What follows belongs to an exercise in optimizing a design on an open flow for small area, a short achievable clock period and few clock cycles; a production flow would make more cautious choices.
Only simulation tests tie the RTL to the original design; equivalence was not proved.
Power figures rest on the tool's default switching activity, not on a simulated workload.

--- flow/config.mk ---
export PLATFORM = sky130hd
export DESIGN_NAME = megacode_core
export DESIGN_NICKNAME = megacode_core
export VERILOG_FILES = /design/flow/design.v
export SDC_FILE = /design/flow/constraint.sdc
export NUM_CORES = 4
export LEC_CHECK = 0
export CAP_MARGIN = 20
export CORE_MARGIN = 2
export CORE_UTILIZATION = 40
export PLACE_DENSITY = 0.6
export SLEW_MARGIN = 20
--- flow/constraint.sdc ---
create_clock -name core_clock -period 17.0 [get_ports {clk}]
set_input_delay 3.4000 -clock core_clock [delete_from_list [all_inputs] [get_ports {clk}]]
set_output_delay 3.4000 -clock core_clock [all_outputs]
set_load 0.01 [all_outputs]
--- flow/design.v ---
module megacode_core (
    input  wire        clk,
    input  wire        rst,         
    input  wire [31:0] cmd_data,
    input  wire        cmd_valid,
    output wire        cmd_ready,
    output reg  [63:0] rec_data,
    output reg         rec_valid,
    input  wire        rec_ready
);
    localparam IW = 20;
    localparam [IW-1:0] IDX_MAX = {IW{1'b1}};
    localparam [2:0] S_IDLE  = 3'd0,
                     S_E1    = 3'd1,    
                     S_E2    = 3'd2,    
                     S_CALC  = 3'd3,    
                     S_GROUP = 3'd4,    
                     S_BDREC = 3'd5,    
                     S_DIAG  = 3'd6,    
                     S_DONE  = 3'd7;    
    localparam [1:0] CTX_RUN = 2'd0, CTX_E1 = 2'd1, CTX_E2 = 2'd2;
    reg [31:0] cw;
    reg        cv;
    reg        crdy;
    reg        d_sample, d_gt, d_lt;    
    reg        rst_r, rcmd_r;           
    assign cmd_ready = crdy;
    reg [14:0] t11, t15;
    reg [16:0] t45, t75;
    reg [17:0] t105, tgc;
    reg [2:0]  ck;
    reg [4:0]  cs;
    reg [13:0] cr;            
    reg [17:0] cq;            
    reg        crb;           
    reg [IW-1:0] idx;
    reg          above;
    reg          bv, ev;
    reg [IW-1:0] b;
    reg [IW-1:0] prev;
    reg [18:0]   tg_cnt;
    reg [22:0]   vbits;       
    reg          failed;
    reg          add_pend;
    reg [18:0]   fall_cnt;    
    reg [18:0]   pulse_cnt, group_cnt;
    reg [14:0]   cand_cnt, value_cnt;
    reg [1:0]    fault;       
    reg [2:0]    state;
    reg [1:0]    ctx;
    reg [2:0]    diag_id;
    reg          tol;         
    reg          f_brk, f15, f45, f75, f105;
    wire c_reset   = (cw == 32'h1000_0000);
    wire c_setrate = (cw[31:24] == 8'h20) && (cw[23:0] != 24'd0);
    wire c_sample  = d_sample;
    wire c_end     = (cw == 32'h4000_0000);
    wire s_gt = d_gt;
    wire s_lt = d_lt;
    wire run_ok   = (fault == 2'd0);
    reg  idx_max;                       
    wire plain    = c_sample && run_ok && !idx_max;
    wire idle     = (state == S_IDLE);
    wire rec_st   = state[2];
    wire proc     = cv && ((plain && (idle || state == S_GROUP || state == S_BDREC)) ||
                           (idle && !rec_valid));
    wire do_samp  = proc && plain;
    wire rise     = do_samp && !above && s_gt;
    wire fall     = do_samp && above && s_lt;
    wire other    = proc && !plain;     
    wire ld       = rec_st && !rec_valid && !rst_r;    
    wire reset_all = rst_r || rcmd_r;
    wire [IW-1:0] g   = b - prev;
    wire [IW-1:0] pxd = idx - b;
    wire [15:0]   tmd = {1'b0, t11} - pxd[15:0];
    wire pxd_le = (pxd[19:15] == 5'd0) && !tmd[15];                   
    wire pxd_lt = pxd_le && (tmd != 16'd0);                            
    wire pbit    = vbits[0];
    wire bd_bit  = pbit ? f45 : f75;
    wire bd_fail = pbit ? (!f15 || f75) : (!f45 || f105);
    wire emit_run = rise && bv && !tol;
    wire emit_e1  = (state == S_E1) && bv && ev;
    wire emit_p   = emit_run || emit_e1;
    wire tg_nz    = (tg_cnt != 19'd0);
    wire tg_close = emit_p && tg_nz && f_brk;
    wire tg_add   = emit_p && !tg_close;
    wire cand24   = (tg_cnt == 19'd24);
    wire gdone    = ld && ((state == S_GROUP && !cand24) || state == S_BDREC);
    reg [19:0] diag_count;
    always @(*) begin
        case (diag_id)
            3'd0:    diag_count = {fall_cnt, above};
            3'd1:    diag_count = {1'b0, pulse_cnt};
            3'd2:    diag_count = {1'b0, group_cnt};
            3'd3:    diag_count = {5'd0, cand_cnt};
            default: diag_count = {5'd0, value_cnt};
        endcase
    end
    function [2:0] after(input [1:0] c);
        case (c)
            CTX_RUN: after = S_IDLE;
            CTX_E1:  after = S_E2;
            default: after = S_DIAG;
        endcase
    endfunction
    reg [6:0] kval;
    always @(*) begin
        case (ck)
            3'd0:    kval = 7'd11;
            3'd1:    kval = 7'd108;
            3'd2:    kval = 7'd15;
            3'd3:    kval = 7'd45;
            3'd4:    kval = 7'd75;
            default: kval = 7'd105;
        endcase
    end
    reg         clast;    
    reg         ctgl;     
    wire [15:0] cadd  = ctgl ? (crb ? 16'd10107 : 16'd9999)
                             : (crb ? {9'd0, kval} : 16'd0);
    wire [15:0] cu    = {1'b0, cr, 1'b0} + cadd;
    wire [15:0] cu_1  = {1'b0, cr, 1'b0} + (cadd - 16'd10000);
    wire [15:0] cu_2  = {1'b0, cr, 1'b0} + (cadd - 16'd20000);
    wire [15:0] cu_3  = {1'b0, cr, 1'b0} + (cadd - 16'd30000);
    wire        cu1   = !cu_1[15];
    wire        cu2   = !cu_2[15];
    wire        cu3   = !cu_3[15];
    wire [15:0] cr2   = cu2 ? cu_2 : (cu1 ? cu_1 : cu);
    wire [17:0] cqi   = cq + 1'b1;
    wire [17:0] cqn   = {(cu2 ? cqi[16:0] : cq[16:0]), (cu1 && !cu2) || cu3};
    reg [2:0] nstate;
    wire      ld_direct;              
    wire      rv_next = ld || ld_direct || (rec_valid && !rec_ready);
    wire      maybe_sample = !cmd_data[31] && !cmd_data[30] && cmd_data[29] && cmd_data[28];
    always @(posedge clk) begin
        if (crdy) begin
            cw       <= cmd_data;
            d_sample <= (cmd_data[31:16] == 16'h3000);
            d_gt     <= !cmd_data[15] && cmd_data[14] && (cmd_data[13:0] != 14'd0);
            d_lt     <= cmd_data[15] || !cmd_data[14];
        end
        if (rst) cv <= 1'b0;
        else if (crdy) cv <= cmd_valid;
        else if (proc) cv <= 1'b0;
    end
    always @(posedge clk) begin
        rst_r  <= rst;
        rcmd_r <= !rst && other && c_reset;
    end
    always @(posedge clk) begin
        if (rst) crdy <= 1'b1;
        else crdy <= (nstate == S_IDLE) && !rv_next
                     && !(crdy && cmd_valid && !maybe_sample)
                     && !(cv && !proc);
    end
    always @(posedge clk) begin
        tol   <= (rise && !bv) || emit_run ? (t11 != 15'd0) :
                 (do_samp ? pxd_lt : pxd_le);
        f_brk <= (g >= {2'd0, tgc});
        f15   <= (g > {5'd0, t15});
        f45   <= (g > {3'd0, t45});
        f75   <= (g > {3'd0, t75});
        f105  <= (g > {2'd0, t105});
    end
    always @(*) begin
        nstate = state;
        case (state)
            S_IDLE: begin
                if (other && run_ok && !c_reset) begin
                    if (c_setrate && idx == {IW{1'b0}}) nstate = S_CALC;
                    else if (c_end) nstate = S_E1;
                end else if (emit_run && tg_close) begin
                    nstate = S_GROUP;
                end
            end
            S_E1:    nstate = tg_close ? S_GROUP : S_E2;
            S_E2:    nstate = tg_nz ? S_GROUP : S_DIAG;
            S_CALC:  if (ck == 3'd5 && clast) nstate = S_IDLE;
            S_GROUP: if (ld) nstate = cand24 ? S_BDREC : after(ctx);
            S_BDREC: if (ld) nstate = after(ctx);
            S_DIAG:  if (ld && diag_id == 3'd4) nstate = S_DONE;
            default: if (ld) nstate = S_IDLE;    
        endcase
    end
    wire f_ovf  = other && run_ok && c_sample;                      
    wire f_ill  = other && run_ok && !c_sample && !c_reset && !c_end &&
                  !(c_setrate && idx == {IW{1'b0}});
    wire f_done = other && !run_ok && c_end;
    assign ld_direct = f_ovf || f_ill || f_done;
    always @(posedge clk) begin
        if (rst || rst_r) rec_valid <= 1'b0;
        else              rec_valid <= rv_next;
    end
    always @(posedge clk) begin
        if (f_ovf)
            rec_data <= {4'hF, 4'd2, 24'd0, 12'd0, IDX_MAX};
        else if (f_ill)
            rec_data <= {4'hF, 4'd3, 24'd0, cw};
        else if (f_done)
            rec_data <= {4'h5, 57'd0, fault, 1'b0};
        else if (ld) begin
            case (state)
                S_GROUP: rec_data <= {4'h3, 28'd0, 13'd0, tg_cnt};
                S_BDREC: rec_data <= failed ? {4'h2, 23'd0, vbits[4:0], 17'd0, cand_cnt}
                                            : {4'h1, 13'd0, vbits, 1'b1, vbits};
                S_DIAG:  rec_data <= {4'h4, 1'b0, diag_id, 24'd0, 12'd0, diag_count};
                default: rec_data <= {4'h5, 60'd0};
            endcase
        end
    end
    always @(posedge clk) begin
        crb <= cw[5'd23 - (state == S_CALC ? (clast ? 5'd0 : cs + 1'b1) : 5'd0)];
        if (reset_all) begin
            t11   <= 15'd26;
            t15   <= 15'd36;
            t45   <= 17'd108;
            t75   <= 17'd180;
            t105  <= 18'd252;
            tgc   <= 18'd260;
        end else if (state == S_IDLE && nstate == S_CALC) begin
            ck <= 3'd0;
            cs <= 5'd0;
            clast <= 1'b0;
            ctgl  <= 1'b0;
            cr <= 14'd0;
            cq <= 18'd0;
        end else if (state == S_CALC) begin
            if (clast) begin
                case (ck)
                    3'd0:    t11  <= cqn[14:0];
                    3'd1:    tgc  <= cqn;
                    3'd2:    t15  <= cqn[14:0];
                    3'd3:    t45  <= cqn[16:0];
                    3'd4:    t75  <= cqn[16:0];
                    default: t105 <= cqn;
                endcase
                cs <= 5'd0;
                ck <= ck + 1'b1;
                cr <= 14'd0;
                cq <= 18'd0;
                clast <= 1'b0;
                ctgl  <= 1'b0;
            end else begin
                cs <= cs + 1'b1;
                clast <= (cs == 5'd22);
                ctgl  <= (cs == 5'd22) && (ck == 3'd1);
                cr <= cr2[13:0];
                cq <= cqn;
            end
        end
    end
    always @(posedge clk) begin
        if (reset_all) begin
            idx_max   <= 1'b0;
            idx       <= {IW{1'b0}};
            above     <= 1'b0;
            bv        <= 1'b0;
            ev        <= 1'b0;
            tg_cnt    <= 19'd0;
            add_pend  <= 1'b0;
            fall_cnt  <= 19'd0;
            pulse_cnt <= 19'd0;
            group_cnt <= 19'd0;
            cand_cnt  <= 15'd0;
            value_cnt <= 15'd0;
            fault     <= 2'd0;
            state     <= S_IDLE;
            ctx       <= CTX_RUN;
            diag_id   <= 3'd0;
        end else begin
            state <= nstate;
            if (f_ovf) fault[0] <= 1'b1;
            if (f_ill) fault[1] <= 1'b1;
            if (do_samp) begin
                idx     <= idx + 1'b1;
                idx_max <= (idx == IDX_MAX - 1'b1);
            end
            if (rise) above <= 1'b1;
            if (fall) begin
                above    <= 1'b0;
                fall_cnt <= fall_cnt + 1'b1;
            end
            if (rise) begin
                if (!bv) begin
                    bv <= 1'b1;
                    b  <= idx;
                end else if (!tol) begin
                    b  <= idx;
                    ev <= 1'b0;
                end
            end
            if (fall && bv) begin
                if (tol) ev <= 1'b1;
                else begin bv <= 1'b0; ev <= 1'b0; end
            end
            if (emit_p) begin
                pulse_cnt <= pulse_cnt + 1'b1;
                prev      <= b;
            end
            if (tg_add) begin
                tg_cnt <= tg_cnt + 1'b1;
                if (!tg_nz) begin
                    vbits  <= 23'd1;
                    failed <= 1'b0;
                end else if (!failed && tg_cnt < 19'd24) begin
                    if (bd_fail) begin
                        failed     <= 1'b1;
                        vbits[4:0] <= tg_cnt[4:0];
                    end else begin
                        vbits <= {vbits[21:0], bd_bit};
                    end
                end
            end
            if (tg_close) begin
                add_pend <= 1'b1;
                ctx      <= emit_run ? CTX_RUN : CTX_E1;
            end
            if (state == S_E2 && tg_nz) begin
                add_pend <= 1'b0;
                ctx      <= CTX_E2;
            end
            if (ld && state == S_GROUP) group_cnt <= group_cnt + 1'b1;
            if (ld && state == S_BDREC) begin
                cand_cnt <= cand_cnt + 1'b1;
                if (!failed) value_cnt <= value_cnt + 1'b1;
            end
            if (gdone) begin
                if (add_pend) begin
                    tg_cnt <= 19'd1;
                    vbits  <= 23'd1;
                    failed <= 1'b0;
                end else begin
                    tg_cnt <= 19'd0;
                end
                add_pend <= 1'b0;
            end
            if (ld && state == S_DIAG) diag_id <= diag_id + 1'b1;
            if (ld && state == S_DONE) begin
                idx       <= {IW{1'b0}};
                idx_max   <= 1'b0;
                above     <= 1'b0;
                bv        <= 1'b0;
                ev        <= 1'b0;
                tg_cnt    <= 19'd0;
                fall_cnt  <= 19'd0;
                pulse_cnt <= 19'd0;
                group_cnt <= 19'd0;
                cand_cnt  <= 15'd0;
                value_cnt <= 15'd0;
                diag_id   <= 3'd0;
            end
        end
    end
endmodule
--- flow/run.sh ---
#!/bin/bash
# synth_recipe.tcl (not shown) runs the flow's synth.tcl, then flattens the netlist and writes it again
# the make line also repeats each setting of config.mk as NAME=value (left out here)
make -C /OpenROAD-flow-scripts/flow DESIGN_CONFIG=/design/flow/config.mk WORK_HOME=/design/flow/orfs CLKGATE_MAP_FILE= SYNTH_SCRIPT=/design/flow/synth_recipe.tcl finish
==> results of run 1 <==
[metrics by stage]
stage / hold WS [ns] / setup WS, ns / std cells / area, um^2
4_1_cts: 0.451 / 11.47 / 3875 / 29300
6_report: 0.448 / 11.44 / 3875 / 29300
2_1_floorplan: 0.410 / 12.47 / 2949 / 26000
3_3_place_gp: 0.434 / 11.60 / 3783 / 27600
3_5_place_dp: 0.438 / 11.48 / 3784 / 27600
5_1_grt: 0.462 / 10.91 / 3875 / 29300
[sequential cells by signal, indices dropped and copies added (netlist names), 19 cells and up]
| name | cells |
|---|---|
| tg_cnt | 19 |
| b | 20 |
| fall_cnt | 19 |
| rec_data | 54 |
| prev | 20 |
| group_cnt | 19 |
| cw | 32 |
| idx | 20 |
| vbits | 23 |
| pulse_cnt | 19 |
[placed cells by master (no fill, tap or decap), drive strengths merged, types with 79 or more instances in the layout]
| master | count |
|---|---|
| clkdlybuf4s50 | 91 |
| nor2 | 349 |
| nand3 | 98 |
| ha | 212 |
| a21oi | 200 |
| nand2 | 219 |
| o21ai | 157 |
| dfxtp | 307 |
| xor2 | 104 |
| inv | 211 |
| a211oi | 79 |
| edfxtp | 140 |
[worst min-delay path, cell delays in order, from the launching register on]
cell,delay (ns)
dfxtp_1,0.31
nand2_1,0.05
nand2_1,0.04
[layer usage]
layer  GRT usage  share of wire
met1       0.297           0.44
met2       0.381           0.47
met3      0.0260          0.053
met4      0.0792          0.033
met5           0              0
[power breakdown]
part	leakage [nW]	switching (mW)	internal [mW]
Sequential	3.85	0.0468	1.15
Combinational	6.71	0.107	0.110
Clock	0.823	0.472	0.634
[kinds of logic (layout without fill, tap and decap cells)]
| group | after synthesis | after routing | synth area share |
|---|---|---|---|
| AO/OA/AOI/OAI | 698 | 698 | 0.173 |
| multiplexers | 38 | 38 | 0.0180 |
| XOR/XNOR | 171 | 171 | 0.0578 |
| adder cells (fa/ha/maj) | 225 | 225 | 0.112 |
| flip-flops | 447 | 447 | 0.399 |
| buffers and inverters | 342 | 413 | 0.0519 |
| other | 1 | 10 | 0.000145 |
| AND/OR/NAND/NOR | 1018 | 1018 | 0.188 |
[final cells by class]
type	instances	area, um^2
Clock buffer	69	1420
Clock inverter	22	246
Fill cell	6168	35000
Inverter	210	788
Multi-Input combinational cell	2160	14300
Sequential cell	447	10300
Tap cell	855	1070
Timing Repair Buffer	112	1080
[path summary, 6_finish.rpt]
kind             endpoint  slack [ns]  cells after the start
max                 cq[0]       11.44                     15
min          rec_data[63]        0.45                      2
max reg2reg         cq[0]       11.44                     15
min reg2reg  rec_data[63]        0.45                      2
==> reports/metrics.csv, run 1 <==
stage,metric,value,unit
hold_path,min_from,rec_data[63],
job,drv_cap,0,
critical_path,crit_required,17.33,ns
floorplan,initial_utilization,0.404,
floorplan,die_h,259,um
timing,period_needed,5.56,ns
yosys,netlist.area_leader.share,0.237,
pwr,p_leak,11.4,nW
clocking,numClockSinks,447,
yosys,synth_top_cells_by_count,"nor2_1, dfxtp_1, nand2_1",
critical_path,crit_path_max_fanout,11,
yosys,yosysTopAreaCell,dfxtp_1,
grt,antenna_found_initial,3,
floorplan,ios,102,
floorplan,fp.dieArea,66900,um^2
critical_path,end_kind,register,
yosys,synth_flop_cell,dfxtp_1,
yosys,synthArstFlopShare,0,
floorplan,std_cell_rows,93,
yosys,syn_area,25900,um^2
critical_path,critical_path_arrival,5.89,ns
routing,first_pass_iters,6,
yosys,synth_cells,2940,
critical_path,crit_type,register to register,
critical_path,critPathLaunch,ctgl,
grt,grt_use_total,0.225,
clocking,cts_setup_buffers,0,
yosys,yosys_warnings,1,
pwr,pwr_density_cell,86.1,nW/um^2
timing,report.final.slew_viol_count,0,
place,hpwl,57.1,mm
timing,max_slew_margin,0.299,
final_layout,diodes,0,
clocking,numCtsBuffers,49,
clocking,cts_max_path_buffers,3,
clocking,cts_tree,built,
critical_path,crit_slowest_cell,edfxtp_1,
hold_path,hold_class,register to register,
timing,tightest_slew,1.05,ns
grt,grt_first_pass_wirelength,120,mm
timing,rsz0062_at_grt,false,
routing,detail_route.wl_per_cell,19.8,um
yosys,synth_area_leaders,"dfxtp_1, edfxtp_1, ha_1",
floorplan,core,64200,um^2
clocking,worstSkewPairLatency,0.62,ns
final_layout,syn_to_final_growth,12.9,%
place,io_buffers,91,
timing,setup_violations,0,
grt,grt_max_degree,111,
timing,min_period_over_period,0.327,
clocking,cts_hold_buffers,0,
yosys,synth-seq-cells,447,
timing,fin_worst_skew,0.0367,ns
routing,drtIter0Drc,1789,
pwr,peakVddDrop,87.8,uV
yosys,yosysMostFrequentCell,nor2_1,
outcome,status,finished clean,
critical_path,timing.critical_path.from_type,register,
critical_path,slowest_delay,0.68,ns
grt,grt_pass1_vias,21300,
routing,postRouteAntennaNets,0,
critical_path,cpLargestDelayFamily,simple AND/OR/NAND/NOR gates,
critical_path,crit_top_cell,nor2_1,
pwr,power,2.52,mW
clocking,cts-root-buf,clkbuf_16,
routing,routed_wl,76.8,mm
final_layout,fin_nets,3241,
routing,num_vias,21800,
clocking,htreeDepth,2,
timing,fin_tns_setup,0,ns
final_layout,drive_gt1_frac,0.0487,
timing,max_freq,180,MHz
critical_path,reg2reg_from,ctgl,
yosys,seq_area_frac_synth,0.399,
routing,drc,0,
floorplan,die_width,259,um
yosys,synth_edf_count,140,
place,place.gp.congestion,0.898,
yosys,synth_cell_type_count,82,
grt,globalRoute.totalOverflow,0,
critical_path,crit_buf_inv,2,
timing,hold_viol,0,
final_layout,finish.utilization,0.456,
clocking,clk_pin_slew,0.06,ns
clocking,cts_resized,0,
critical_path,path_cells,inv_1 -> nor2_1 -> a31o_2 -> ha_1 -> inv_1 -> fa_1 -> nand2b_1 -> a221oi_1 -> o21ai_0 -> o211ai_1 -> nand4_1 -> nand2_1 -> nor2_1 -> nor3_1 -> nor2_1,
yosys,postSynthAreaPerCell,8.82,um^2
routing,vias_per_cell,5.63,
Testbench counts, summed over its fixed seeds: cycles 1,079,577.
==> run 2: changes to the inputs <==
--- a/flow/design.v
+++ b/flow/design.v
@@ -29,3 +29,5 @@
     reg [16:0] t45, t75;
-    reg [17:0] t105, tgc;
+    reg [17:0] t105, t108;    
+    reg        tex;           
+    reg [6:0]  kq;            
     reg [2:0]  ck;
@@ -38,4 +40,5 @@
     reg          bv, ev;
-    reg [IW-1:0] b;
-    reg [IW-1:0] prev;
+    reg [IW-1:0] sb;          
+    reg [IW-1:0] sp;          
+    reg [IW-1:0] gl;          
     reg [18:0]   tg_cnt;
@@ -72,6 +75,5 @@
     wire reset_all = rst_r || rcmd_r;
-    wire [IW-1:0] g   = b - prev;
-    wire [IW-1:0] pxd = idx - b;
-    wire [15:0]   tmd = {1'b0, t11} - pxd[15:0];
-    wire pxd_le = (pxd[19:15] == 5'd0) && !tmd[15];                   
+    wire [IW-1:0] g   = gl;
+    wire [15:0]   tmd = {1'b0, t11} - sb[15:0];
+    wire pxd_le = (sb[19:15] == 5'd0) && !tmd[15];                    
     wire pxd_lt = pxd_le && (tmd != 16'd0);                            
@@ -108,7 +110,6 @@
         case (ck)
-            3'd0:    kval = 7'd11;
-            3'd1:    kval = 7'd108;
-            3'd2:    kval = 7'd15;
-            3'd3:    kval = 7'd45;
-            3'd4:    kval = 7'd75;
+            3'd0:    kval = 7'd108;
+            3'd1:    kval = 7'd15;
+            3'd2:    kval = 7'd45;
+            3'd3:    kval = 7'd75;
             default: kval = 7'd105;
@@ -117,15 +118,11 @@
     reg         clast;    
-    reg         ctgl;     
-    wire [15:0] cadd  = ctgl ? (crb ? 16'd10107 : 16'd9999)
-                             : (crb ? {9'd0, kval} : 16'd0);
+    wire [6:0]  cadd  = crb ? kq : 7'd0;
     wire [15:0] cu    = {1'b0, cr, 1'b0} + cadd;
-    wire [15:0] cu_1  = {1'b0, cr, 1'b0} + (cadd - 16'd10000);
-    wire [15:0] cu_2  = {1'b0, cr, 1'b0} + (cadd - 16'd20000);
-    wire [15:0] cu_3  = {1'b0, cr, 1'b0} + (cadd - 16'd30000);
+    wire [15:0] cu_1  = {1'b0, cr, 1'b0} + cadd - 16'd10000;
+    wire [15:0] cu_2  = {1'b0, cr, 1'b0} + cadd - 16'd20000;
     wire        cu1   = !cu_1[15];
     wire        cu2   = !cu_2[15];
-    wire        cu3   = !cu_3[15];
     wire [15:0] cr2   = cu2 ? cu_2 : (cu1 ? cu_1 : cu);
     wire [17:0] cqi   = cq + 1'b1;
-    wire [17:0] cqn   = {(cu2 ? cqi[16:0] : cq[16:0]), (cu1 && !cu2) || cu3};
+    wire [17:0] cqn   = {(cu2 ? cqi[16:0] : cq[16:0]), cu1 && !cu2};
     reg [2:0] nstate;
@@ -133,3 +130,3 @@
     wire      rv_next = ld || ld_direct || (rec_valid && !rec_ready);
-    wire      maybe_sample = !cmd_data[31] && !cmd_data[30] && cmd_data[29] && cmd_data[28];
+    wire      maybe_sample = cmd_data[29] && cmd_data[28];
     always @(posedge clk) begin
@@ -158,3 +155,3 @@
                  (do_samp ? pxd_lt : pxd_le);
-        f_brk <= (g >= {2'd0, tgc});
+        f_brk <= (g > {2'd0, t108}) || (tex && g == {2'd0, t108});
         f15   <= (g > {5'd0, t15});
@@ -218,3 +215,4 @@
             t105  <= 18'd252;
-            tgc   <= 18'd260;
+            t108  <= 18'd259;
+            tex   <= 1'b0;
         end else if (state == S_IDLE && nstate == S_CALC) begin
@@ -223,3 +221,3 @@
             clast <= 1'b0;
-            ctgl  <= 1'b0;
+            kq    <= 7'd11;
             cr <= 14'd0;
@@ -230,3 +228,3 @@
                     3'd0:    t11  <= cqn[14:0];
-                    3'd1:    tgc  <= cqn;
+                    3'd1:    begin t108 <= cqn; tex <= (cr2 == 16'd0); end
                     3'd2:    t15  <= cqn[14:0];
@@ -241,3 +239,3 @@
                 clast <= 1'b0;
-                ctgl  <= 1'b0;
+                kq    <= kval;
             end else begin
@@ -245,3 +243,2 @@
                 clast <= (cs == 5'd22);
-                ctgl  <= (cs == 5'd22) && (ck == 3'd1);
                 cr <= cr2[13:0];
@@ -282,2 +279,6 @@
             end
+            if (do_samp) begin
+                sb <= sb + 1'b1;
+                sp <= sp + 1'b1;
+            end
             if (rise) begin
@@ -285,5 +286,7 @@
                     bv <= 1'b1;
-                    b  <= idx;
+                    sb <= {{(IW-1){1'b0}}, 1'b1};
+                    gl <= sp;
                 end else if (!tol) begin
-                    b  <= idx;
+                    sb <= {{(IW-1){1'b0}}, 1'b1};
+                    gl <= sb;
                     ev <= 1'b0;
@@ -295,6 +298,4 @@
             end
-            if (emit_p) begin
-                pulse_cnt <= pulse_cnt + 1'b1;
-                prev      <= b;
-            end
+            if (emit_p) pulse_cnt <= pulse_cnt + 1'b1;
+            if (emit_run) sp <= sb + 1'b1;
             if (tg_add) begin
==> flow/flow/run.sh (new file) <==
#!/bin/bash
# Standard ORFS layout, with repair_timing aiming well below the 17 ns clock
# (the setup margin) and plain buf_2 cells as the port buffers.
set -euo pipefail
bash standard.sh SETUP_SLACK_MARGIN=12.5 "BUFFER_PORTS_ARGS=-buffer_cell sky130_fd_sc_hd__buf_2" finish > flow_make.log 2>&1
==> flow/standard.sh (new file) <==
#!/bin/bash
# synth_recipe.tcl (not shown) runs the flow's synth.tcl, then flattens the netlist and writes it again
# the make line also repeats each setting of config.mk as NAME=value (left out here)
make -C /OpenROAD-flow-scripts/flow DESIGN_CONFIG=/design/flow/config.mk WORK_HOME=/design/flow/orfs CLKGATE_MAP_FILE= SYNTH_SCRIPT=/design/flow/synth_recipe.tcl "${@:-finish}"
removed: flow/run.sh
==> run 2 against run 1 <==
Effect of this change: still clean on timing, DRC and antenna; sequential power is 8% higher; combinational power is 19% higher; clock power hardly changed; via count is 2.4% lower; critical endpoint is now rec_data[58]; largest cell class unchanged.
==> reports/metrics.csv, run 2 <==
stage,metric,value,unit,change
place,place.gp.congestion,0.898,,about the same
clocking,cts_max_path_buffers,3,,unchanged
routing,drc,0,,unchanged
place,hpwl,53.9,mm,-5.5%
floorplan,std_cell_rows,91,,-2.2%
yosys,synthSimpleGateAreaFrac,0.199,,+0.0117
grt,grt_first_pass_wirelength,116,mm,-3.2%
grt,grt_use_total,0.229,,+0.00355
yosys,synth_top_cells_by_count,"nor2_1, dfxtp_1, nand2_1",,
yosys,yosysMostFrequentCell,nor2_1,,
timing,period_needed,4.55,ns,-1.01 ns
critical_path,end_kind,primary output,,
yosys,synth-seq-cells,472,,+5.6%
timing,tightest_slew,1.11,ns,+0.0611 ns
critical_path,path_cells,buf_6,,
grt,antenna_found_initial,1,,-2
clocking,worstSkewPairLatency,0.63,ns,about the same
pwr,peakVddDrop,78.0,uV,-11%
final_layout,final_common_cell,nor2_1,,
final_layout,drive_gt1_frac,0.122,,+0.0730
final_layout,register_area,11200,um^2,+8.1%
final_layout,multi_input_area,13100,um^2,-8.3%
critical_path,crit_type,register to primary output,,
outcome,status,finished clean,,
hold_path,hold_class,register to register,,
yosys,yosys_warnings,1,,unchanged
floorplan,core,61900,um^2,-3.6%
timing,min_period_over_period,0.268,,-0.0591
pwr,p_leak,10.9,nW,-4.4%
critical_path,critical_path_arrival,1.15,ns,-4.74 ns
timing,max_freq,220,MHz,+22%
yosys,synth_compound_area_frac,0.153,,-0.0204
timing,rsz0062_at_grt,true,,
yosys,syn_area,25100,um^2,-3.0%
routing,num_vias,21300,,-2.4%
yosys,synth_cells,2804,,-4.6%
critical_path,cpLargestDelayFamily,flip-flops,,
clocking,numCtsBuffers,52,,+6.1%
final_layout,max_flop_register,rec_data,,
floorplan,ios,102,,unchanged
clocking,cts_tree,built,,
grt,globalRoute.totalOverflow,0,,unchanged
timing,max_slew_margin,0.262,,-0.0369
yosys,yosysTopAreaCell,dfxtp_1,,
pwr,power,2.68,mW,+6.2%
routing,postRouteAntennaNets,0,,unchanged
critical_path,crit_required,13.60,ns,-3.73 ns
critical_path,crit_path_max_fanout,2,,-9
yosys,synth_edf_count,164,,+17%
floorplan,die_width,255,um,-1.5%
timing,setup_violations,0,,unchanged
yosys,synth_adder_area_share,0.0683,,-0.0441
floorplan,fp.dieArea,64900,um^2,-3.0%
final_layout,reg.largest.list,"rec_data: 54 flops, cw: 32 flops, vbits: 23 flops",,
timing,hold_viol,0,,unchanged
routing,vias_per_cell,5.71,,+1.4%
timing,fin_worst_skew,0.0317,ns,-0.00506 ns
routing,detail_route.wl_per_cell,20.2,um,+1.9%
yosys,synthArstFlopShare,0,,unchanged
routing,drtIter0Drc,2143,,+20%
timing,report.final.slew_viol_count,0,,unchanged
timing,fin_tns_setup,0,ns,unchanged
yosys,seq_area_frac_synth,0.441,,+0.0420
clocking,cts-root-buf,clkbuf_16,,
final_layout,fin_nets,3021,,-6.8%
yosys,netlist.area_leader.share,0.245,,+0.00824
yosys,synth_flop_cell,dfxtp_1,,
clocking,htreeDepth,2,,unchanged
yosys,synth_cell_type_count,92,,+12%
job,drv_cap,0,,unchanged
floorplan,initial_utilization,0.406,,+0.00219
final_layout,syn_to_final_growth,13.9,%,
place,pre_cts_slack,12.06,ns,+0.586 ns
place,io_buffers,91,,unchanged
grt,grt_max_degree,95,,-14%
yosys,synth_xor_area_frac,0.0691,,+0.0113
pwr,pwr_density_cell,93.5,nW/um^2,+8.6%
critical_path,r2r_slack,12.65,ns,+1.21 ns
clocking,clk_pin_slew,0.06,ns,about the same
routing,first_pass_iters,6,,unchanged
yosys,synthMuxAreaShare,0.0240,,+0.00604
clocking,numClockSinks,472,,+5.6%
critical_path,timing.critical_path.from_type,register,,
yosys,synth_area_leaders,"dfxtp_1, edfxtp_1, ha_1",,
final_layout,n_fill_cell,5920,,-4.0%
final_layout,largest_reg_flops,54,,unchanged
floorplan,die_h,255,um,-1.5%
critical_path,crit_slowest_cell,dfxtp_4,,
grt,grt_pass1_vias,20300,,-4.6%
final_layout,final_cell_mix,"nor2_1, dfxtp_1, nand2_1, a21oi_1, edfxtp_1",,
critical_path,slowest_delay,0.41,ns,-0.27 ns
yosys,postSynthAreaPerCell,8.96,um^2,+1.7%
critical_path,crit_buf_inv,1,,-1
routing,routed_wl,75.4,mm,-1.9%
timing,worst_slack,12.45,ns,+1.01 ns
yosys,synth_top_family_by_area,simple AND/OR/NAND/NOR gates,,
## run 2: per-stage QoR
step	instance area, um^2	util	hold slack (ns)	cells
finish	28600	0.462	0.467	3730
detailed placement	26300	0.424	0.456	3616
global route	28600	0.462	0.480	3729
floorplan	25200	-	0.427	2813
global placement	26300	0.424	0.451	3616
CTS	28500	0.460	0.464	3722
## run 2: final cells by class
| type | count | area share |
|---|---|---|
| diodes | 1 | 0.0000874 |
| clock buffers | 69 | 0.0513 |
| clock inverters | 28 | 0.00721 |
| inverters | 143 | 0.0188 |
| multi-input cells | 2055 | 0.458 |
| flip-flops and latches | 472 | 0.391 |
| well taps | 837 | 0.0366 |
| repair buffers | 125 | 0.0371 |
## run 2: what timing repair did
| action | 4_1_cts | 5_1_grt |
|---|---|---|
| setup buffers | 8 | 7 |
| pin swaps | 1 | 7 |
| resized for setup | 124 | 26 |
| hold buffers | 0 | 0 |
| endpoints found under the setup margin | 141 | 151 |
| gates cloned | 1 | 0 |
| hold endpoints to repair | 0 | 0 |
## run 2: per-layer routing
layer,wire length [um],up-vias,GRT usage,part of all wire
met5,0,-,0,0
met4,1940,0,0.0685,0.026
met3,5790,119,0.0410,0.077
met2,33700,791,0.357,0.45
met1,34000,10300,0.322,0.45
li1,-,10100,-,-
## run 2: kinds of logic after synthesis
| kind of cell | count (synthesis) |
|---|---|
| mux | 50 |
| simple gates | 1063 |
| buf+inv | 287 |
| flops | 472 |
| other cells | 1 |
| compound gates | 601 |
| xor+xnor | 194 |
| fa+ha+maj | 136 |
## run 2: final timing paths
| check | start | to | depth (start not counted) |
|---|---|---|---|
| worst max register to register | crb | cq[14] | 18 |
| worst min register to register | rec_data[17] | rec_data[17] | 2 |
| worst min-delay path | rec_data[17] | rec_data[17] | 2 |
| worst max-delay path | rec_data[58] | rec_data[58] | 1 |
## run 2: power by group
group	leakage, nW	switching (mW)	internal, mW
combinational	5.97	0.131	0.128
sequential	4.07	0.0671	1.24
clock	0.839	0.488	0.626
Testbench counts of run 2, summed over its fixed seeds: cycles 1,079,577.
==> run 3: changes to the inputs <==
--- a/flow/design.v
+++ b/flow/design.v
@@ -24,3 +24,3 @@
     reg        crdy;
-    reg        d_sample, d_gt, d_lt;    
+    reg        d_sample, d_nz;          
     reg        rst_r, rcmd_r;           
@@ -31,7 +31,5 @@
     reg        tex;           
-    reg [6:0]  kq;            
     reg [2:0]  ck;
     reg [4:0]  cs;
-    reg [13:0] cr;            
-    reg [17:0] cq;            
+    reg        cfirst;        
     reg        crb;           
@@ -60,4 +58,4 @@
     wire c_end     = (cw == 32'h4000_0000);
-    wire s_gt = d_gt;
-    wire s_lt = d_lt;
+    wire s_gt = !cw[15] && cw[14] && d_nz;      
+    wire s_lt = cw[15] || !cw[14];              
     wire run_ok   = (fault == 2'd0);
@@ -118,2 +116,5 @@
     reg         clast;    
+    wire [13:0] cr = cfirst ? 14'd0 : sp[13:0];    
+    wire [17:0] cq = gl[17:0];                     
+    wire [6:0]  kq = sb[6:0];                      
     wire [6:0]  cadd  = crb ? kq : 7'd0;
@@ -135,4 +136,3 @@
             d_sample <= (cmd_data[31:16] == 16'h3000);
-            d_gt     <= !cmd_data[15] && cmd_data[14] && (cmd_data[13:0] != 14'd0);
-            d_lt     <= cmd_data[15] || !cmd_data[14];
+            d_nz     <= (cmd_data[13:0] != 14'd0);
         end
@@ -221,6 +221,6 @@
             clast <= 1'b0;
-            kq    <= 7'd11;
-            cr <= 14'd0;
-            cq <= 18'd0;
+            cfirst <= 1'b1;
         end else if (state == S_CALC) begin
+            cfirst <= clast;
+            if (cfirst && ck == 3'd2) tex <= (sp[13:0] == 14'd0);
             if (clast) begin
@@ -228,3 +228,3 @@
                     3'd0:    t11  <= cqn[14:0];
-                    3'd1:    begin t108 <= cqn; tex <= (cr2 == 16'd0); end
+                    3'd1:    t108 <= cqn;
                     3'd2:    t15  <= cqn[14:0];
@@ -236,6 +236,3 @@
                 ck <= ck + 1'b1;
-                cr <= 14'd0;
-                cq <= 18'd0;
                 clast <= 1'b0;
-                kq    <= kval;
             end else begin
@@ -243,4 +240,2 @@
                 clast <= (cs == 5'd22);
-                cr <= cr2[13:0];
-                cq <= cqn;
             end
@@ -274,2 +269,14 @@
             end
+            if (state == S_IDLE && nstate == S_CALC) begin
+                gl       <= {IW{1'b0}};
+                sb[6:0]  <= 7'd11;
+            end else if (state == S_CALC) begin
+                sp[13:0] <= cr2[13:0];
+                if (clast) begin
+                    gl      <= {IW{1'b0}};
+                    sb[6:0] <= kval;
+                end else begin
+                    gl[17:0] <= cqn;
+                end
+            end
             if (rise) above <= 1'b1;
==> run 3 against run 2 <==
Effect of this change: via count up 3.2%; sequential share of layout area down 3.1 points; count of clock-buffer cells in the layout up 4; clock power about the same; sequential cell count down 36; first-iteration DRC count up 4.1%; combinational power up 15%; global-route usage up 1.5 points; highest routed layer unchanged.
==> reports/metrics.csv, run 3 <==
stage,metric,value,unit,change
clocking,numClockSinks,436,,-7.6%
routing,drc,0,,unchanged
yosys,netlist.area_leader.share,0.249,,+0.00400
critical_path,crit_type,register to primary output,,
hold_path,hold_depth,2,,unchanged
routing,vias_per_cell,5.91,,+3.5%
grt,grt_max_degree,91,,-4.2%
timing,report.final.slew_viol_count,0,,unchanged
final_layout,final_cell_mix,"nor2_1, dfxtp_1, o21ai_0, a21oi_1, nand2_1",,
yosys,synth_cells,2853,,+1.7%
routing,detail_route.wl_per_cell,21.3,um,+5.5%
floorplan,std_cell_rows,91,,unchanged
final_layout,max_flop_register,rec_data,,
routing,wl_met3,5.81,mm,+0.38%
yosys,synth_edf_count,128,,-22%
yosys,synthArstFlopShare,0,,unchanged
floorplan,fp.dieArea,63800,um^2,-1.6%
timing,max_slew_margin,0.320,,+0.0582
timing,fin_worst_skew,0.0310,ns,-0.000727 ns
routing,postRouteAntennaNets,0,,unchanged
clocking,worstSkewPairLatency,0.61,ns,-0.02 ns
yosys,synth_top_cells_by_count,"nor2_1, dfxtp_1, o21ai_0",,
yosys,synth_cell_type_count,100,,+8.7%
yosys,postSynthAreaPerCell,8.67,um^2,-3.3%
yosys,synth-seq-cells,436,,-7.6%
clocking,htreeDepth,2,,unchanged
critical_path,r2r_slack,12.76,ns,+0.11 ns
hold_path,min_to,rec_data[36],,
place,hpwl,57.0,mm,+5.7%
outcome,status,finished clean,,
critical_path,worst_r2r_path_depth,18,,unchanged
timing,hold_viol,0,,unchanged
grt,grt_pass1_vias,21000,,+3.3%
clocking,clk_pin_slew,0.06,ns,about the same
routing,routed_wl,79.3,mm,+5.2%
final_layout,fin_nets,3062,,+1.4%
yosys,yosys_warnings,1,,unchanged
place,place.gp.congestion,0.943,,+5.0%
routing,route.met2.wl,36.2,mm,+7.3%
place,dp.cells,3614,,-0.055%
timing,tightest_slew,1.02,ns,-0.0872 ns
pwr,pwr_density_cell,93.0,nW/um^2,-0.45%
final_layout,largest_reg_flops,54,,unchanged
yosys,syn_area,24700,um^2,-1.6%
timing,period_needed,4.59,ns,+0.0340 ns
final_layout,final_common_cell,nor2_1,,
pwr,peakVddDrop,70.6,uV,-9.5%
yosys,synth_area_leaders,"dfxtp_1, edfxtp_1, ha_1",,
floorplan,die_width,253,um,-0.79%
job,drv_cap,0,,unchanged
critical_path,reg2reg_from,cfirst,,
clocking,cts_max_path_buffers,3,,unchanged
place,placed_area,25800,um^2,-1.7%
final_layout,n_fill_cell,5951,,+0.52%
floorplan,die_h,253,um,-0.79%
timing,fin_tns_setup,0,ns,unchanged
grt,grt_first_pass_wirelength,122,mm,+5.2%
timing,rsz0062_at_grt,true,,
final_layout,syn_to_final_growth,13.2,%,
critical_path,crit_path_max_fanout,2,,unchanged
hold_path,hold_class,register to register,,
final_layout,final_area,28000,um^2,-2.2%
grt,antenna_found_initial,0,,-1
floorplan,ios,102,,unchanged
grt,grt_use_total,0.243,,+0.0146
yosys,yosysMostFrequentCell,nor2_1,,
floorplan,initial_utilization,0.403,,-0.00280
critical_path,critical_path_arrival,1.19,ns,+0.04 ns
final_layout,diodes,0,,-1
clocking,cts-root-buf,clkbuf_16,,
clocking,numCtsBuffers,49,,-5.8%
yosys,yosysTopAreaCell,dfxtp_1,,
clocking,cts_tree,built,,
critical_path,crit_required,13.60,ns,about the same
routing,drtIter0Drc,2230,,+4.1%
routing,first_pass_iters,9,,+3
yosys,seq_area_frac_synth,0.405,,-0.0365
critical_path,r2r-end,gl[17],,
hold_path,min_from,rec_data[36],,
routing,highest_layer,met4,,
timing,setup_violations,0,,unchanged
floorplan,core,61400,um^2,-0.92%
critical_path,end_kind,primary output,,
routing,num_vias,22000,,+3.2%
routing,wl_met1,35.1,mm,+3.2%
final_layout,drive_gt1_frac,0.117,,-0.00499
pwr,p_leak,10.5,nW,-3.2%
critical_path,timing.critical_path.from_type,register,,
yosys,synth_flop_cell,dfxtp_1,,
timing,max_freq,218,MHz,-0.74%
final_layout,reg.largest.list,"rec_data: 54 flops, cw: 32 flops, vbits: 23 flops",,
timing,min_period_over_period,0.270,,+0.00200
place,io_buffers,91,,unchanged
grt,globalRoute.totalOverflow,0,,unchanged
final_layout,stdcell_count,3720,,-0.27%
==> run 3: cell families (layout without fill, tap and decap cells) <==
kind of cell	after synthesis	after routing	synth area share
and+or+nand+nor	1042	1042	0.213
AOI/OAI and AO/OA	721	721	0.183
DFF	436	436	0.405
buffers and inverters	307	375	0.0494
xor gates and xnor gates	176	176	0.0632
adders and majority gates	137	137	0.0699
muxes	33	33	0.0166
other	1	10	0.000152
==> run 3: worst max-delay path, cell delays in order, from the launching register on <==
cell	delay [ns]
dfxtp_4	0.35
buf_12	0.12
buf_6	0.11
==> run 3: final cells by class <==
cell class / instances / area [um^2] / share of cell area
clock buffer: 73 / 1460 / 0.0522
tap: 790 / 988 / 0.0353
inverter: 149 / 562 / 0.0201
clock inverter: 19 / 201 / 0.00720
timing repair buffer: 134 / 1020 / 0.0364
multi-input combinational: 2119 / 13700 / 0.489
sequential: 436 / 10100 / 0.360
==> run 3: metal layers <==
layer,track usage,vias to the layer above
met2,0.384,794
met5,0,-
met4,0.0744,0
met3,0.0384,143
met1,0.341,10700
li1,-,10400
==> run 3: what timing repair did <==
| action | in CTS | in global routing |
|---|---|---|
| hold buffers | 0 | 0 |
| gates resized for setup | 61 | 47 |
| endpoints found under the setup margin | 136 | 146 |
| pin swaps | 0 | 2 |
| gates cloned | 1 | 0 |
| buffers inserted | 6 | 7 |
==> run 3: report_power, final <==
part / internal (mW) / switching, mW / leakage (nW)
sequential: 1.14 / 0.0669 / 3.75
clock: 0.643 / 0.457 / 0.814
combinational: 0.138 / 0.159 / 5.97
total: 1.92 / 0.683 / 10.5
==> run 3: worst max-delay path by stage <==
stage                 from        end  depth (start not counted)
global route          crdy  cmd_ready                          2
global placement    cfirst     gl[10]                         15
finish                crdy  cmd_ready                          2
CTS                   crdy  cmd_ready                          2
floorplan             crdy  cmd_ready                          0
detailed placement  cfirst     gl[10]                         15
==> run 3: metrics by stage <==
step	worst slack (ns)	utilization	hold slack [ns]	total power [mW]
2_1_floorplan	12.86	-	0.427	1.35
3_3_place_gp	12.30	0.421	0.432	1.46
3_5_place_dp	12.13	0.421	0.437	1.47
4_1_cts	12.38	0.452	0.447	2.60
5_1_grt	12.37	0.456	0.456	2.70
6_report	12.41	0.456	0.444	2.60
Testbench counts of run 3, summed over its fixed seeds: cycles 1,079,577.
==> run 4: changes to the inputs <==
--- a/flow/design.v
+++ b/flow/design.v
@@ -34,2 +34,4 @@
     reg        cfirst;        
+    reg        dflt;          
+    localparam [23:0] RATE_DEFAULT = 24'd24000;
     reg        crb;           
@@ -148,3 +150,3 @@
         if (rst) crdy <= 1'b1;
-        else crdy <= (nstate == S_IDLE) && !rv_next
+        else crdy <= (nstate == S_IDLE) && !rv_next && !reset_all
                      && !(crdy && cmd_valid && !maybe_sample)
@@ -207,13 +209,10 @@
     end
+    wire [23:0] rsrc = (dflt && state == S_CALC) ? RATE_DEFAULT : cw[23:0];
     always @(posedge clk) begin
-        crb <= cw[5'd23 - (state == S_CALC ? (clast ? 5'd0 : cs + 1'b1) : 5'd0)];
-        if (reset_all) begin
-            t11   <= 15'd26;
-            t15   <= 15'd36;
-            t45   <= 17'd108;
-            t75   <= 17'd180;
-            t105  <= 18'd252;
-            t108  <= 18'd259;
-            tex   <= 1'b0;
-        end else if (state == S_IDLE && nstate == S_CALC) begin
+        if (reset_all)
+            crb <= RATE_DEFAULT[23];
+        else
+            crb <= rsrc[5'd23 - (state == S_CALC ? (clast ? 5'd0 : cs + 1'b1) : 5'd0)];
+        if (reset_all || (state == S_IDLE && nstate == S_CALC)) begin
+            dflt <= reset_all;
             ck <= 3'd0;
@@ -258,3 +257,5 @@
             fault     <= 2'd0;
-            state     <= S_IDLE;
+            state     <= S_CALC;
+            gl        <= {IW{1'b0}};
+            sb[6:0]   <= 7'd11;
             ctx       <= CTX_RUN;
==> run 4 against run 3 <==
Effect of this change: core utilization is 0.43 points higher; synthesized cell count down 9.3%; via count shrank 8.6%; count of clock-buffer cells in the layout down 11; critical path depth is the same; area after synthesis is 2.8% lower; wire length fell by 5.6%; largest cell class unchanged; largest power group unchanged.
==> reports/metrics.csv, run 4 <==
stage,metric,value,unit,change
outcome,status,finished clean,,
grt,grt_max_degree,92,,+1.1%
yosys,seq_area_frac_synth,0.444,,+0.0397
pwr,peakVddDrop,75.4,uV,+6.8%
routing,drc,0,,unchanged
yosys,yosysTopAreaCell,edfxtp_1,,
critical_path,timing.critical_path.from_type,register,,
timing,max_slew_margin,0.328,,+0.00757
critical_path,crit_required,13.60,ns,about the same
place,place.gp.congestion,0.925,,-1.9%
floorplan,die_h,249,um,-1.4%
critical_path,crit_path_max_fanout,2,,unchanged
routing,routed_wl,74.9,mm,-5.6%
yosys,synth_edf_count,193,,+51%
timing,rsz0062_at_grt,true,,
final_layout,max_flop_register,rec_data,,
final_layout,reg.largest.list,"rec_data: 54 flops, cw: 32 flops, vbits: 23 flops",,
critical_path,crit_slowest_cell,dfxtp_4,,
yosys,synth_area_leaders,"edfxtp_1, dfxtp_1, ha_1",,
pwr,pwr_density_cell,113,nW/um^2,+21%
critical_path,crit_path_end,cmd_ready,,
timing,tightest_slew,0.999,ns,-0.0206 ns
yosys,synth_top_cells_by_count,"nor2_1, dfxtp_1, edfxtp_1",,
routing,detail_route.wl_per_cell,21.6,um,+1.3%
floorplan,die_width,249,um,-1.4%
yosys,syn_area,24000,um^2,-2.8%
yosys,synth_cells,2587,,-9.3%
pwr,p_leak,10.9,nW,+3.2%
final_layout,drive_gt1_frac,0.121,,+0.00466
yosys,synth_cell_type_count,99,,-1.0%
timing,setup_violations,0,,unchanged
floorplan,fp.dieArea,62100,um^2,-2.8%
floorplan,initial_utilization,0.406,,+0.00261
final_layout,fin_nets,2826,,-7.7%
critical_path,r2r-end,gl[10],,
final_layout,final_cell_mix,"nor2_1, edfxtp_1, dfxtp_1, nand2_1, o21ai_0",,
clocking,cts_hold_buffers,0,,unchanged
critical_path,r2r_slack,12.70,ns,-0.06 ns
clocking,cts_tree,built,,
final_layout,syn_to_final_growth,13.5,%,
clocking,cts_max_path_buffers,3,,unchanged
routing,first_pass_iters,7,,-2
clocking,numClockSinks,437,,+0.23%
clocking,cts-root-buf,clkbuf_16,,
routing,vias_per_cell,5.79,,-2.0%
grt,grt_first_pass_wirelength,114,mm,-6.8%
timing,hold_viol,0,,unchanged
critical_path,crit_type,register to primary output,,
yosys,synthArstFlopShare,0,,unchanged
timing,report.final.slew_viol_count,0,,unchanged
timing,fin_worst_skew,0.0384,ns,+0.00739 ns
routing,postRouteAntennaNets,0,,unchanged
grt,grt_use_total,0.235,,-0.00858
pwr,power,3.08,mW,+18%
grt,grt_pass1_vias,18900,,-9.7%
critical_path,critPathLaunch,crdy,,
clocking,htreeDepth,2,,unchanged
critical_path,critical_path_arrival,1.18,ns,about the same
yosys,postSynthAreaPerCell,9.29,um^2,+7.1%
timing,period_needed,4.58,ns,-0.00440 ns
yosys,synth-seq-cells,437,,+0.23%
clocking,worstSkewPairLatency,0.61,ns,about the same
floorplan,core,59200,um^2,-3.5%
clocking,numCtsBuffers,49,,unchanged
yosys,synth_flop_cell,dfxtp_1,,
timing,min_period_over_period,0.270,,about the same
floorplan,ios,102,,unchanged
routing,drtIter0Drc,1758,,-21%
job,drv_cap,0,,unchanged
timing,max_freq,218,MHz,about the same
yosys,yosys_warnings,1,,unchanged
place,io_buffers,91,,unchanged
critical_path,reg2reg_from,sp[0],,
floorplan,std_cell_rows,89,,-2.2%
critical_path,slowest_delay,0.35,ns,about the same
grt,globalRoute.totalOverflow,0,,unchanged
hold_path,hold_class,register to register,,
critical_path,worst_r2r_path_depth,17,,-1
final_layout,largest_reg_flops,54,,unchanged
yosys,yosysMostFrequentCell,nor2_1,,
critical_path,path_cells,buf_12 -> buf_6,,
final_layout,n_fill_cell,5631,,-5.4%
grt,antenna_found_initial,2,,+2
critical_path,end_kind,primary output,,
clocking,clk_pin_slew,0.06,ns,about the same
timing,fin_tns_setup,0,ns,unchanged
place,hpwl,55.4,mm,-2.9%
yosys,netlist.area_leader.share,0.241,,-0.00812
hold_path,min_from,rec_data[63],,
routing,num_vias,20100,,-8.6%
final_layout,final_common_cell,nor2_1,,
## run 4: worst min-delay path by stage
stage                   endpoint  slack, ns  cells past startpoint
CTS                 rec_data[63]       0.45                      2
global route        rec_data[63]       0.46                      2
detailed placement  rec_data[63]       0.43                      2
finish              rec_data[63]       0.44                      2
global placement    rec_data[63]       0.43                      2
floorplan              rec_valid       0.42                      1
## run 4: layout make-up
type	count	area, um^2	area share
clock inverters	30	342	0.0125
inverters	143	537	0.0197
flip-flops and latches	437	10800	0.394
multi-input cells	1893	12400	0.456
clock buffers	62	1320	0.0482
repair buffers	129	928	0.0340
diodes	1	2.50	0.0000917
well taps	773	967	0.0354
## run 4: metal layers
metal  track usage  vias to the layer above  wire [um]
li1              -                     9459          -
met1         0.330                     9728      34000
met2         0.360                      759      32800
met3        0.0414                      142       5230
met4        0.0886                        2       2870
met5             0                        -         13
## run 4: kinds of logic after synthesis
logic type                 count (synthesis)  synth area share
adders and majority gates                137            0.0720
DFF                                      437             0.444
muxes                                     32            0.0143
other                                      1          0.000156
AOI/OAI and AO/OA                        591             0.160
buffers and inverters                    266            0.0443
xor gates and xnor gates                 196            0.0733
and+or+nand+nor                          927             0.192
## run 4: stage by stage
stage | instance area (um^2) | worst slack [ns] | hold WS (ns) | utilization | std cells
floorplan | 24100 | 12.86 | 0.425 | - | 2596
global route | 27300 | 12.37 | 0.461 | 0.461 | 3468
detailed placement | 25200 | 11.93 | 0.432 | 0.426 | 3369
finish | 27300 | 12.42 | 0.440 | 0.461 | 3468
global placement | 25200 | 11.97 | 0.430 | 0.426 | 3369
CTS | 27200 | 12.39 | 0.446 | 0.459 | 3465
## run 4: timing repair
action / in CTS / in global routing
gates cloned: 1 / 0
resized for setup: 65 / 32
buffers inserted: 3 / 2
setup endpoints to repair: 131 / 146
## run 4: power by group
group,internal [mW],total (mW),switching [mW]
clock network,0.631,1.09,0.461
registers,1.20,1.32,0.120
logic,0.260,0.675,0.414
## run 4: worst max-delay path, delay by kind of cell (launching register included)
kind	cells	cell delay [ns]
buf+inv	2	0.24
flops	1	0.35
Testbench counts of run 4, summed over its fixed seeds: cycles 1,080,729.
==> run 5: changes to the inputs <==
--- a/flow/design.v
+++ b/flow/design.v
@@ -56,2 +56,3 @@
     reg          f_brk, f15, f45, f75, f105;
+    reg  [2:0]   fstep;       
     wire c_reset   = (cw == 32'h1000_0000);
@@ -83,3 +84,3 @@
     wire emit_run = rise && bv && !tol;
-    wire emit_e1  = (state == S_E1) && bv && ev;
+    wire emit_e1  = (state == S_E1) && (fstep == 3'd0) && bv && ev;
     wire emit_p   = emit_run || emit_e1;
@@ -151,2 +152,3 @@
         else crdy <= (nstate == S_IDLE) && !rv_next && !reset_all
+                     && !(t11_small && fstep_next != 3'd0)
                      && !(crdy && cmd_valid && !maybe_sample)
@@ -157,8 +159,27 @@
                  (do_samp ? pxd_lt : pxd_le);
-        f_brk <= (g > {2'd0, t108}) || (tex && g == {2'd0, t108});
-        f15   <= (g > {5'd0, t15});
-        f45   <= (g > {3'd0, t45});
-        f75   <= (g > {3'd0, t75});
-        f105  <= (g > {2'd0, t105});
+        fstep <= reset_all ? 3'd0 : fstep_next;
+        case (fstep)
+            3'd1: f_brk <= fcmp;
+            3'd2: f15   <= fcmp;
+            3'd3: f45   <= fcmp;
+            3'd4: f75   <= fcmp;
+            3'd5: f105  <= fcmp;
+            default: ;
+        endcase
+    end
+    wire       b_set      = rise && (!bv || !tol);
+    wire [2:0] fstep_next = b_set ? 3'd1 : ((fstep == 3'd0 || fstep == 3'd5) ? 3'd0 : fstep + 1'b1);
+    wire       t11_small  = (t11 < 15'd6);
+    reg [17:0] fthr;
+    always @(*) begin
+        case (fstep)
+            3'd1:    fthr = t108;
+            3'd2:    fthr = {3'd0, t15};
+            3'd3:    fthr = {1'b0, t45};
+            3'd4:    fthr = {1'b0, t75};
+            default: fthr = t105;
+        endcase
     end
+    wire [20:0] fdif = {1'b0, g} - {3'b0, fthr} - ((fstep == 3'd1 && tex) ? 21'd0 : 21'd1);
+    wire        fcmp = !fdif[20];
     always @(*) begin
@@ -174,3 +195,3 @@
             end
-            S_E1:    nstate = tg_close ? S_GROUP : S_E2;
+            S_E1:    if (fstep == 3'd0) nstate = tg_close ? S_GROUP : S_E2;
             S_E2:    nstate = tg_nz ? S_GROUP : S_DIAG;
==> run 5 against run 4 <==
Effect of this change: still clean; non-clock buffer count increased by 9; cell count shrank 1.5%; final area down 2.4%; register-to-register slack worse by 0.03 ns; synthesized cell count fell by 1.1%; die area down 3.1%; area after synthesis shrank 3.1%; maximum frequency increased by 2.4%; combinational power rose by 9.9%; clock power barely moved; sequential cell count up 3.
==> reports/metrics.csv, run 5 <==
stage,metric,value,unit,change
outcome,status,finished clean,,
grt,grt_first_pass_wirelength,112,mm,-1.9%
hold_path,hold_class,register to register,,
yosys,synthArstFlopShare,0,,unchanged
place,placed_area,24400,um^2,-3.4%
final_layout,stdcell_count,3415,,-1.5%
critical_path,end_kind,primary output,,
floorplan,initial_utilization,0.404,,-0.00137
pwr,switchingPower,1.04,mW,+4.3%
final_layout,final_cell_mix,"nor2_1, nand2_1, edfxtp_1, dfxtp_1, a21oi_1",,
final_layout,final_common_cell,nor2_1,,
job,drv_cap,0,,unchanged
timing,fin_worst_skew,0.0365,ns,-0.00184 ns
final_layout,reg.largest.list,"rec_data: 54 flops, cw: 32 flops, vbits: 23 flops",,
critical_path,timing.critical_path.from_type,register,,
yosys,syn_area,23300,um^2,-3.1%
yosys,yosysMostFrequentCell,nor2_1,,
routing,drc,0,,unchanged
pwr,peakVddDrop,87.2,uV,+16%
critical_path,path_cells,buf_6,,
pwr,sequentialPowerShare,0.420,,-0.007
timing,max_slew_margin,0.240,,-0.0874
final_layout,syn_to_final_growth,14.4,%,
place,io_buffers,91,,unchanged
timing,setup_violations,0,,unchanged
routing,routed_wl,72.1,mm,-3.8%
yosys,seq_area_frac_synth,0.464,,+0.0191
clocking,clk_pin_slew,0.06,ns,about the same
clocking,numClockSinks,440,,+0.69%
clocking,numCtsBuffers,49,,unchanged
place,dp.cells,3307,,-1.8%
critical_path,crit_required,13.60,ns,about the same
grt,grt_pass1_vias,19100,,+1.1%
clocking,cts-root-buf,clkbuf_16,,
timing,max_freq,223,MHz,+2.4%
clocking,cts_max_path_buffers,3,,unchanged
critical_path,cpLargestDelayFamily,flip-flops,,
yosys,synth_area_leaders,"edfxtp_1, dfxtp_1, ha_1",,
pwr,p_comb_frac,0.230,,+0.011
grt,globalRoute.totalOverflow,0,,unchanged
critical_path,crit_slowest_cell,dfxtp_2,,
routing,first_pass_iters,6,,-1
final_layout,final_area,26600,um^2,-2.4%
pwr,clkPwrFrac,0.349,,-0.005
critical_path,crit_path_max_fanout,2,,unchanged
yosys,synth_edf_count,198,,+2.6%
final_layout,fin_nets,2736,,-3.2%
yosys,synth-seq-cells,440,,+0.69%
final_layout,diodes,0,,-1
floorplan,die_h,245,um,-1.5%
timing,worst_slack,12.52,ns,+0.109 ns
routing,drtIter0Drc,1724,,-1.9%
place,place.gp.congestion,0.932,,+0.73%
yosys,synth_top_cells_by_count,"nor2_1, nand2_1, dfxtp_1",,
timing,rsz0062_at_grt,true,,
timing,report.final.slew_viol_count,0,,unchanged
routing,detail_route.wl_per_cell,21.1,um,-2.3%
pwr,pwr_density_cell,121,nW/um^2,+7.0%
grt,grt_use_total,0.237,,+0.00230
routing,postRouteAntennaNets,0,,unchanged
clocking,cts_tree,built,,
grt,grt_max_degree,92,,unchanged
final_layout,max_flop_register,rec_data,,
critical_path,critical_path_arrival,1.08,ns,-0.10 ns
clocking,worstSkewPairLatency,0.61,ns,about the same
pwr,swShare,0.322,,about the same
yosys,postSynthAreaPerCell,9.10,um^2,-2.0%
yosys,yosys_warnings,1,,unchanged
routing,vias_per_cell,5.83,,+0.58%
yosys,synth_cells,2558,,-1.1%
timing,min_period_over_period,0.263,,-0.00642
timing,hold_viol,0,,unchanged
floorplan,fp.dieArea,60100,um^2,-3.1%
yosys,netlist.area_leader.share,0.255,,+0.0142
routing,wl_met3,5.39,mm,+3.2%
floorplan,die_width,245,um,-1.5%
grt,antenna_found_initial,3,,+1
place,pre_cts_slack,11.81,ns,-0.118 ns
yosys,synth_cell_type_count,88,,-11%
clocking,htreeDepth,2,,unchanged
floorplan,ios,102,,unchanged
timing,fin_tns_setup,0,ns,unchanged
final_layout,largest_reg_flops,54,,unchanged
routing,wl_met1,31.0,mm,-8.8%
timing,tightest_slew,1.14,ns,+0.136 ns
final_layout,drive_gt1_frac,0.132,,+0.0103
floorplan,core,57600,um^2,-2.8%
routing,route.met2.wl,33.0,mm,+0.85%
yosys,yosysTopAreaCell,edfxtp_1,,
critical_path,slowest_delay,0.35,ns,about the same
routing,num_vias,19900,,-0.96%
final_layout,n_fill_cell,5437,,-3.4%
pwr,intPower,2.18,mW,+4.4%
place,hpwl,50.8,mm,-8.2%
critical_path,crit_type,register to primary output,,
floorplan,std_cell_rows,88,,-1.1%
yosys,synth_flop_cell,dfxtp_1,,
critical_path,crit_buf_inv,1,,-1
pwr,p_leak,9.84,nW,-9.4%
timing,period_needed,4.48,ns,-0.109 ns
routing,highest_layer,met5,,
==> run 5: changes by cell type after synthesis, moves of 26 or more <==
| cell | delta |
|---|---|
| a21oi_1 | +52 |
| ha_1 | -46 |
| inv_1 | -36 |
| o21ai_0 | -26 |
| nand2_1 | +107 |
| o22ai_1 | -26 |
==> run 5: cells by family (layout without fill, tap and decap cells) <==
kind of cell             Yosys count  after routing  share of synthesized area
AO/OA/AOI/OAI                    597            597                      0.167
XOR/XNOR                         183            183                     0.0692
adder cells (fa/ha/maj)           91             91                     0.0496
buffers and inverters            254            337                     0.0436
flip-flops                       440            440                      0.464
multiplexers                      23             23                     0.0111
other                              1             10                   0.000161
AND/OR/NAND/NOR                  969            969                      0.196
==> run 5: layer usage <==
layer	global-route usage	vias to the layer above
met1	0.315	9690
met3	0.0411	137
li1	-	9296
met2	0.383	769
met5	0	-
met4	0.0922	6
==> run 5: what timing repair did <==
action	in CTS	in global routing
hold buffers	0	0
cloned	0	0
buffers inserted	10	5
gates resized for setup	83	26
endpoints found under the setup margin	163	143
endpoints found under the hold margin	0	0
pin swaps	3	4
==> run 5: cell type report <==
cell class | instances | area, um^2 | area share
Clock buffer | 76 | 1510 | 0.0565
Clock inverter | 16 | 219 | 0.00822
Inverter | 107 | 405 | 0.0152
Multi-Input combinational cell | 1873 | 11700 | 0.439
Sequential cell | 440 | 10900 | 0.408
Tap cell | 765 | 957 | 0.0360
Timing Repair Buffer | 138 | 985 | 0.0370
==> run 5: path summary, 6_finish.rpt <==
path	startpoint	to	slack, ns	cells past startpoint
hold / removal	rec_data[63]	rec_data[63]	0.45	2
setup / recovery	rec_data[57]	rec_data[57]	12.52	1
setup reg to reg	cfirst	t108[12]	12.67	21
hold reg to reg	rec_data[63]	rec_data[63]	0.45	2
==> run 5: power groups by stage <==
| stage | Combinational, mW | Clock, mW | Sequential [mW] |
|---|---|---|---|
| finish | 0.742 | 1.12 | 1.35 |
| global route | 0.806 | 1.18 | 1.36 |
| CTS | 0.712 | 1.14 | 1.35 |
| detailed placement | 0.678 | 0 | 1.36 |
| global placement | 0.671 | 0 | 1.36 |
| floorplan | 0.465 | 0 | 1.32 |
==> run 5: stage by stage <==
| step | utilization | hold slack (ns) | power [mW] |
|---|---|---|---|
| after floorplan | - | 0.441 | 1.78 |
| after global placement | 0.424 | 0.435 | 2.03 |
| after detailed placement | 0.424 | 0.432 | 2.04 |
| after CTS | 0.460 | 0.448 | 3.20 |
| after global routing | 0.462 | 0.466 | 3.35 |
| final | 0.462 | 0.449 | 3.22 |
Testbench counts of run 5, summed over its fixed seeds: cycles 1,080,735.

==> separate check: timing with driven ports <==
No port has a modelled driver above. Below, the same layouts with a new extraction and two added sets of constraints.
Step 1 assumes that a clkbuf_16 drives the clock port and a buf_2 every other input.
Step 2 adds t to the input delays and takes it off the output delays; t is the mean of the earliest and latest rising clock arrival at the registers after step 1. Input paths then give back, and output paths get back, about the clock's delay inside the block.
a / b / c = ideal / step 1 / step 2; a / b = the first two.
run	shift t [ns]	setup slack, ns	worst setup path at the end	pins driven straight from the clock port
run 1	0.665	11.440 / 11.440 / 11.440	register to register	1
run 2	0.682	12.445 / 12.379 / 12.026	input to register	1
run 3	0.657	12.411 / 12.348 / 12.723	input to register	1
run 4	0.658	12.416 / 12.352 / 12.177	input to register	1
run 5	0.653	12.525 / 12.465 / 12.488	input to register	1
After both steps setup and hold are still met in every run listed. The setup slack of run 2, which loses most, moves by -0.066 ns with the drivers and by -0.419 ns with both steps.
